This is an optimization exercise on Yosys and OpenROAD, whose aim is small area, a short achievable clock period and few clock cycles, not a production implementation. Only simulation tests tie the RTL to the original design; equivalence was not proved. Power and IR drop assume default switching activity.

red:
==> flow/design.v <==
module ice_rx (
    input  wire        clk,
    input  wire        rst,
    input  wire        in_valid,
    input  wire [7:0]  in_data,
    output wire        in_ready,
    output reg         bit_valid,
    output reg         bit_data,
    output wire        pay_valid,
    output wire [7:0]  pay_data,
    output reg         res_valid,
    output wire [1:0]  res_tag,
    output wire [3:0]  res_code,
    output wire [16:0] res_count,
    output wire [7:0]  res_f0,
    output wire [7:0]  res_f1,
    output wire [7:0]  res_f2,
    output wire [7:0]  res_f3,
    output wire [7:0]  res_f4,
    output wire [7:0]  res_decl
);
    localparam [1:0] TAG_UNREC = 2'd0, TAG_GOC = 2'd1, TAG_EIN = 2'd2, TAG_MBUS = 2'd3;
    localparam [1:0] P_IDLE = 2'd0, P_LEN_HI = 2'd1, P_LEN_LO = 2'd2, P_BODY = 2'd3;
    function [15:0] crc16_byte;
        input [15:0] c;
        input [7:0]  b;
        integer i;
        reg [15:0] x;
        begin
            x = c ^ {b, 8'h00};
            for (i = 0; i < 8; i = i + 1)
                x = x[15] ? ({x[14:0], 1'b0} ^ 16'h1021) : {x[14:0], 1'b0};
            crc16_byte = x;
        end
    endfunction
    assign in_ready = 1'b1;
    reg        v_q;
    reg [7:0]  d_q;
    reg        ws_q, wl_q, wst_q, wsp_q;    
    reg        z_q;                         
    reg        g1_q;                        
    reg [1:0]  phase;
    reg [1:0]  chan;
    reg [15:0] r;            
    reg [16:0] c;            
    reg [7:0]  hdr0, hdr1, hdr2, hdr3, hdr4, decl;
    reg [15:0] ck;           
    reg [3:0]  code;         
    reg        last;         
    reg        pv;           
    reg        ng;           
    reg        eok;          
    reg        fst;          
    reg        hz;           
    reg        done;         
    assign res_tag   = chan;
    assign res_code  = code;
    assign res_count = c;
    assign res_f0    = hdr0;
    assign res_f1    = hdr1;
    assign res_f2    = hdr2;
    assign res_f3    = hdr3;
    assign res_f4    = hdr4;
    assign res_decl  = decl;
    assign pay_data  = d_q;
    wire is_goc  = (chan == TAG_GOC);
    wire is_ein  = (chan == TAG_EIN);
    wire is_mbus = (chan == TAG_MBUS);
    wire r_hi0   = (r[15:2] == 14'd0);
    wire r_is2   = r_hi0 & (r[1:0] == 2'd2);
    wire u       = &c[16:3];
    wire [2:0] cl = c[2:0];
    assign pay_valid = v_q & pv;
    wire pv_n = (is_ein  & ~r_is2 & (~c[16] | (u & cl == 3'd7))) |
                (is_mbus & ~r_hi0 & (~c[16] | (u & cl[2:1] == 2'b11)));
    wire [7:0] b = d_q;
    wire w_s  = hz & ws_q;
    wire w_l  = hz & wl_q;
    wire w_st = hz & wst_q;
    wire w_sp = hz & wsp_q;
    wire k_odd = c[0];
    wire      err = code[3] | code[2];
    reg       ev_err;
    reg [3:0] ev_code;
    reg       ev_bit;
    reg       ev_stop;
    always @(*) begin
        ev_err  = 1'b0;
        ev_code = 4'd0;
        ev_bit  = 1'b0;
        ev_stop = 1'b0;
        if (!eok) begin
            ev_err = 1'b1; ev_code = 4'd4;
        end else if (done) begin
            ev_err = 1'b1; ev_code = 4'd5;
        end else if (k_odd) begin
            if (!w_s) begin ev_err = 1'b1; ev_code = 4'd6; end
        end else if (!(w_s | w_l | w_st | w_sp)) begin
            ev_err = 1'b1; ev_code = 4'd6;
        end else if (fst) begin
            if (!w_st) begin ev_err = 1'b1; ev_code = 4'd8; end
        end else if (w_s | w_l) begin
            ev_bit = 1'b1;
        end else if (w_sp) begin
            ev_stop = 1'b1;
        end else begin
            ev_err = 1'b1; ev_code = 4'd8;
        end
    end
    wire        edge_byte = (r[1:0] == 2'd0);
    wire        word_end  = (r[1:0] == 2'd1);
    wire        n_ng      = ng | (edge_byte & g1_q);
    wire        n_err     = err | (word_end & ev_err);
    wire        n_done    = done | (word_end & ev_stop);
    wire [16:0] c_inc    = c + 17'd1;
    wire [16:0] l_p3     = {1'b0, hdr2, hdr1[7:2], 2'b11};    
    wire [12:0] nbits    = c[13:1] - 13'd1;
    wire        len_diff = (c[16:8] != 9'd0) | (c[7:0] != decl);
    wire [7:0]  sum_n    = ck[15:8] + b;
    wire [15:0] crc_n    = crc16_byte(ck, b);
    wire        ck_bad   = (b != ck[15:8]) | (ck[7:0] != 8'd0);
    wire [15:0] len      = {r[15:8], b};
    wire        short_e  = (len[15:2] == 14'd0);
    wire        short_m  = (len[15:3] == 13'd0);
    always @(posedge clk) begin
        v_q   <= in_valid & ~rst;
        d_q   <= in_data;
        ws_q  <= (in_data >= 8'd6)  & (in_data <= 8'd14);
        wl_q  <= (in_data >= 8'd26) & (in_data <= 8'd34);
        wst_q <= (in_data >= 8'd56) & (in_data <= 8'd64);
        wsp_q <= (in_data >= 8'd86) & (in_data <= 8'd94);
        z_q   <= (in_data == 8'd0);
        g1_q  <= (in_data[7:1] != 7'd0);
    end
    always @(posedge clk) begin
        if (rst) begin
            phase     <= P_IDLE;
            pv        <= 1'b0;
            res_valid <= 1'b0;
            bit_valid <= 1'b0;
        end else begin
            res_valid <= 1'b0;
            bit_valid <= 1'b0;
            if (v_q) begin
                case (phase)
                P_IDLE: begin
                    hdr0 <= b;
                    if (b == 8'h47 || b == 8'h45 || b == 8'h4D) begin
                        chan  <= (b == 8'h47) ? TAG_GOC : (b == 8'h45) ? TAG_EIN : TAG_MBUS;
                        phase <= P_LEN_HI;
                    end else begin
                        chan      <= TAG_UNREC;
                        code      <= 4'd0;
                        c         <= 17'd1;
                        res_valid <= 1'b1;
                    end
                end
                P_LEN_HI: begin
                    r[15:8] <= b;
                    hdr2    <= b;
                    pv      <= 1'b0;
                    phase   <= P_LEN_LO;
                end
                P_LEN_LO: begin
                    r[7:0] <= b;
                    hdr1   <= b;
                    last   <= (len == 16'd1);
                    code   <= 4'd0;
                    done   <= 1'b0;
                    ck     <= is_ein ? 16'h0000 : 16'hFFFF;
                    case (chan)
                    TAG_GOC:  begin ng <= (b[1:0] != 2'd0); c <= (b[1:0] != 2'd0) ? 17'd4 : 17'd0; end
                    TAG_EIN:  begin ng <= short_e; c <= short_e ? 17'd1 : 17'h1FFFD; end
                    default:  begin ng <= short_m; c <= short_m ? 17'd1 : 17'h1FFF9; end
                    endcase
                    if (len == 16'd0) begin
                        phase     <= P_IDLE;
                        res_valid <= 1'b1;
                        c         <= 17'd0;
                        code      <= is_goc ? 4'd9 : 4'd1;
                    end else begin
                        phase <= P_BODY;
                    end
                end
                default: begin  
                    r    <= r - 16'd1;
                    last <= r_is2;
                    pv   <= pv_n & ~last;
                    ck   <= is_ein ? {sum_n, ck[7:0]} : crc_n;
                    if ((!is_goc || ng) && !last) c <= c_inc;
                    if (u) begin
                        if (is_ein) begin
                            if (cl == 3'd5) hdr0 <= b;
                            if (cl == 3'd6) hdr1 <= b;
                            if (cl == 3'd7) decl <= b;
                        end else begin
                            if (cl == 3'd1) hdr0 <= b;
                            if (cl == 3'd2) hdr1 <= b;
                            if (cl == 3'd3) hdr2 <= b;
                            if (cl == 3'd4) hdr3 <= b;
                            if (cl == 3'd5) hdr4 <= b;
                            if (cl == 3'd6) decl <= b;
                        end
                    end
                    if (is_goc) begin
                        ng <= n_ng;
                        if (edge_byte) begin
                            eok <= b[0] ^ c[0];
                            fst <= (c[13:0] == 14'd0);
                        end
                        if (r[1:0] == 2'd3) hz <= z_q;
                        if (r[1:0] == 2'd2) hz <= hz & z_q;
                        if (word_end) begin
                            if (!err) code <= ev_code;
                            done <= n_done;
                            if (!n_err) c <= c_inc;
                            if (!err && ev_bit) begin
                                bit_valid <= 1'b1;
                                bit_data  <= w_l;
                            end
                        end
                    end
                    if (last) begin
                        phase     <= P_IDLE;
                        res_valid <= 1'b1;
                        case (chan)
                        TAG_GOC: begin
                            if (n_ng) begin
                                chan <= TAG_UNREC;
                                c    <= (hdr1[1:0] != 2'd0) ? c : l_p3;
                                code <= 4'd0;
                            end else if (n_err) begin
                            end else if (!n_done) begin
                                code <= 4'd9;
                            end else begin
                                c    <= {4'd0, nbits};
                            end
                        end
                        TAG_EIN: begin
                            code <= 4'd0;
                            if (ng)            code <= 4'd1;
                            else if (len_diff) code <= 4'd2;
                            else if (ck_bad)   code <= 4'd3;
                        end
                        default: begin
                            code <= 4'd0;
                            if (ng)            code <= 4'd1;
                            else if (len_diff) code <= 4'd2;
                            else if (ck_bad)   code <= 4'd3;
                        end
                        endcase
                    end
                end
                endcase
            end
        end
    end
endmodule
export LEC_CHECK = 0
export ABC_AREA = 1
export CAP_MARGIN = 20
export CORE_MARGIN = 2
export CORE_UTILIZATION = 60
export PLACE_DENSITY = 0.7
export SETUP_SLACK_MARGIN = 4.2
export SLEW_MARGIN = 20
create_clock -name core_clock -period 6.5 [get_ports {clk}]
standard.sh (not shown) runs the stock make flow with config.mk's settings and CLKGATE_MAP_FILE= SYNTH_SCRIPT=/design/flow/synth_recipe.tcl, a recipe that flattens the netlist after the stock synthesis.
==> flow/flow/run.sh <==
#!/bin/bash
set -euo pipefail
bash standard.sh \
  "BUFFER_PORTS_ARGS=-buffer_cell sky130_fd_sc_hd__buf_1" \
  "MATCH_CELL_FOOTPRINT=0" \
  "CTS_ARGS=-sink_clustering_enable -repair_clock_nets -dont_use_dummy_load -sink_clustering_size 30 -sink_clustering_max_diameter 60 -buf_list sky130_fd_sc_hd__clkbuf_8" \
  finish > standard.log 2>&1
Testbench counts of red, summed over its fixed seeds: cycles 66,736.
Setup changes, red to blue
--- a/flow/design.v
+++ b/flow/design.v
@@ -38,6 +38,4 @@
     reg [7:0]  d_q;
     reg        ws_q, wl_q, wst_q, wsp_q;    
-    reg        z_q;                         
-    reg        g1_q;                        
     reg [1:0]  phase;
     reg [1:0]  chan;
@@ -110,5 +108,6 @@
     wire        edge_byte = (r[1:0] == 2'd0);
     wire        word_end  = (r[1:0] == 2'd1);
-    wire        n_ng      = ng | (edge_byte & g1_q);
+    wire        z_q       = (b == 8'd0);
+    wire        n_ng      = ng | (edge_byte & (b[7:1] != 7'd0));
     wire        n_err     = err | (word_end & ev_err);
     wire        n_done    = done | (word_end & ev_stop);
@@ -130,14 +129,7 @@
         wst_q <= (in_data >= 8'd56) & (in_data <= 8'd64);
         wsp_q <= (in_data >= 8'd86) & (in_data <= 8'd94);
-        z_q   <= (in_data == 8'd0);
-        g1_q  <= (in_data[7:1] != 7'd0);
     end
     always @(posedge clk) begin
-        if (rst) begin
-            phase     <= P_IDLE;
-            pv        <= 1'b0;
-            res_valid <= 1'b0;
-            bit_valid <= 1'b0;
-        end else begin
+        begin
             res_valid <= 1'b0;
             bit_valid <= 1'b0;
@@ -237,10 +229,4 @@
                             end
                         end
-                        TAG_EIN: begin
-                            code <= 4'd0;
-                            if (ng)            code <= 4'd1;
-                            else if (len_diff) code <= 4'd2;
-                            else if (ck_bad)   code <= 4'd3;
-                        end
                         default: begin
                             code <= 4'd0;
@@ -255,4 +241,10 @@
             end
         end
+        if (rst) begin
+            phase     <= P_IDLE;
+            pv        <= 1'b0;
+            res_valid <= 1'b0;
+            bit_valid <= 1'b0;
+        end
     end
 endmodule
==> comparison <==
blue carries fewer flip-flops than red. Summary — register bit total from synthesis, blue relative to red: lower, by 2. STATUS minimum setup slack in the final design: blue loses against red. NOTE: aggregate routed wire length in blue exceeds that of red. Between red and blue, the flow reports non-filler instance count after layout increasing slightly. In blue relative to red, synthesized area had gone up slightly. Clock group share of total power | blue below red. In blue the global-route usage turned out 1.2 points higher than in red. In blue, the non-clock buffer count came out 3.4% above the value in red. Of the two values seen for destination of the critical timing path, res_count[7] was produced by blue and res_f2[0] by red. Comparing the two runs side by side, blue comes out behind red on routed via count.
Testbench counts of blue, summed over its fixed seeds: cycles 66,736.

-- separate check: timing with driven ports --
Ports are ideal in the flow. The routed layouts listed here were re-timed in OpenROAD. Step 1 assumes that a clkbuf_16 drives the clock port and a buf_2 every other input. Step 2 also shifts input and output timing later by t, the mid clock arrival at the registers, as if the neighbouring blocks saw the same clock. Three values: ideal ports, drivers, drivers and shift; two values: the first two.
run	shift t [ns]	setup WS [ns]	worst register clock-pin slew, ns	worst data-port slew with drivers (ns)
red	0.480	4.141 / 4.102 / 3.780	0.08 / 0.08	0.04
blue	0.492	4.111 / 4.075 / 4.229	0.07 / 0.07	0.03
After both steps every run listed still meets setup and hold. For red, which loses most, drivers alone change the setup slack by -0.039 ns; drivers and shift together by -0.361 ns.
